From an optimization exercise on the open Yosys and OpenROAD flow, aimed at small area, a short achievable clock period and few clock cycles; shortcuts taken in it are not production practice.
RTL that was checked went through simulation tests only; none was proved equivalent to the original.

lane 1:
Design cf2_blframer, start of the top module:
module cf2_blframer (
    input  wire        clk,
    input  wire        rst,           
    input  wire        boot_stay,     
    input  wire [31:0] app_word,      
    input  wire        rx_valid,
    input  wire [7:0]  rx_data,
    output wire        rx_ready,      
    output reg         tx_valid,
    output reg  [7:0]  tx_data,
    input  wire        tx_ready,
    output reg         stg_we,
    output reg         stg_re,
    output reg  [13:0] stg_addr,
    output reg  [7:0]  stg_wdata,
    input  wire [7:0]  stg_rdata,
    output reg         fc_we,
    output reg  [1:0]  fc_reg,        
    output wire [31:0] fc_addr,
    output wire [31:0] fc_wdata,
    input  wire        fc_busy,
    output reg         diag_valid,
    output reg  [1:0]  diag_code,     
    output wire        idle,
    output wire        app_mode,
    output wire        fault
);
    localparam [7:0]  SYNC1 = 8'hBC;
    localparam [7:0]  SYNC2 = 8'hCF;
    localparam [31:0] FC_KEY1     = 32'h4567_0123;
    localparam [31:0] FC_KEY2     = 32'hCDEF_89AB;
  ...
Size: roughly 2900 cells after synthesis, roughly 1100 flip-flops, roughly 160 I/O pins, about 47000 sq um of cells after synthesis.
make LEC_CHECK=0 CAP_MARGIN=20 CORE_MARGIN=2 CORE_UTILIZATION=40 CTS_CLUSTER_DIAMETER=80 CTS_CLUSTER_SIZE=25 PLACE_DENSITY=0.6 SETUP_SLACK_MARGIN=4.9 SLEW_MARGIN=20 finish   # period 8.0 ns
run.sh (not shown) runs the stock make flow with config.mk's settings and CLKGATE_MAP_FILE= SYNTH_SCRIPT=/design/flow/synth_recipe.tcl, a recipe that flattens the netlist after the stock synthesis.
--- input diff lane 1..lane 2 ---
--- a/flow/design.v
+++ b/flow/design.v
@@ -48,18 +48,39 @@
     wire push = rx_valid && rdy;
     always @(posedge clk)
         if (push)
             ring[wp] <= rx_data;
     localparam [2:0] C_IDLE = 3'd0, C_LOAD = 3'd1, C_FLASH = 3'd2, C_SEND = 3'd3,
                      C_FAULT = 3'd4;
     reg [2:0] cmd;
     reg       flt;
-    reg  [6:0] rp;
-    wire [7:0] ring_rd = ring[rp];
+    reg  [6:0]  rp;
+    reg  [12:0] rp_row;
+    reg  [7:0]  rp_col;
+    wire [7:0]  ring_rd;
+    wire [7:0]  row_rd [0:12];
+    genvar gr, gc;
+    generate
+        for (gr = 0; gr < 13; gr = gr + 1) begin : g_row
+            wire [7:0] t [0:7];
+            for (gc = 0; gc < 8; gc = gc + 1) begin : g_col
+                if (8 * gr + gc < 98) begin : g_slot
+                    assign t[gc] = {8{rp_col[gc]}} & ring[8 * gr + gc];
+                end else begin : g_none
+                    assign t[gc] = 8'd0;
+                end
+            end
+            assign row_rd[gr] = {8{rp_row[gr]}} &
+                                (t[0] | t[1] | t[2] | t[3] | t[4] | t[5] | t[6] | t[7]);
+        end
+    endgenerate
+    assign ring_rd = row_rd[0] | row_rd[1] | row_rd[2]  | row_rd[3]  | row_rd[4] |
+                     row_rd[5] | row_rd[6] | row_rd[7]  | row_rd[8]  | row_rd[9] |
+                     row_rd[10] | row_rd[11] | row_rd[12];
     localparam [2:0] F_SYNC1 = 3'd0, F_SYNC2 = 3'd1, F_TYPE = 3'd2, F_LEN = 3'd3,
                      F_PAYLOAD = 3'd4, F_CKLO = 3'd5, F_CKHI = 3'd6;
     localparam [2:0] OP_NONE = 3'd0, OP_INFO = 3'd1, OP_LOAD = 3'd2, OP_WRITE = 3'd3,
                      OP_STAT = 3'd4;
     reg  [6:0] fp;         
     reg        fb_v;       
     reg  [7:0] fb;
     reg  [6:0] cpos;
@@ -330,17 +351,22 @@
     always @(posedge clk) begin
         stg_we     <= 1'b0;
         stg_re     <= 1'b0;
         fc_we      <= 1'b0;
         diag_valid <= 1'b0;
         rv         <= stg_re;
         rk         <= stg_addr[1:0];
         rp         <= rp_n;
+        rp_row     <= 13'd1 << rp_n[6:3];
+        rp_col     <= 8'd1 << rp_n[2:0];
         if (rst) begin
+            rp       <= 7'd0;
+            rp_row   <= 13'd1;
+            rp_col   <= 8'd1;
             cmd      <= C_IDLE;
             flt      <= 1'b0;
             tx_valid <= 1'b0;
             fc_reg   <= REG_KEY;
             fbz      <= 1'b0;
         end else begin
             case (cmd)
             C_IDLE: if (dispatch) begin
[summary]
Looking at time the final worst path needs with I/O delays and setup across both flows, lane 2 is the weaker of the two, with lane 1 ahead. Looking at maximum fanout along the worst path, lane 2 sits 3 above lane 1. Diff lane 1 -> lane 2 | overall global routing resource usage | increase of 1.9 points. Relative to lane 1, lane 2 degrades routed wire length. The utilization in lane 2 sits 0.64 points below the value recorded for lane 1. Lower average routed wire per standard cell goes to lane 1 over lane 2. HPWL after detailed placement was higher in lane 2 than in lane 1.
Testbench counts of lane 2, summed over its fixed seeds: cycles 41,977.
For lane 1, only the layout was checked, not whether the RTL still works.

==> what the ideal ports hide <==
How much do the figures lean on ideal ports? The routed layouts below were timed once more, with nothing changed but the port constraints. Step 1 sets driving cells, clkbuf_16 on the clock port and buf_2 on the other inputs (assumed; they add their load-dependent delay and slew). Step 2 moves the port delays by t, midway between the first and last clock arrival at a register: inputs arrive t later, outputs are due t later. That takes back most of the time a late clock gives input paths. a / b / c = ideal ports / drivers / drivers and shift; a / b = the first two.
run | t, ns | slack for setup (ns) | worst data-port slew with drivers (ns) | pins driven straight from the clock port
lane 1 | 0.732 | 4.890 / 4.850 / 4.189 | 0.09 | 1
lane 2 | 0.755 | 4.835 / 4.812 / 4.109 | 0.06 | 1
After both steps every run listed still meets setup and hold. For lane 2, which loses most, drivers alone change the setup slack by -0.023 ns; drivers and shift together by -0.726 ns.
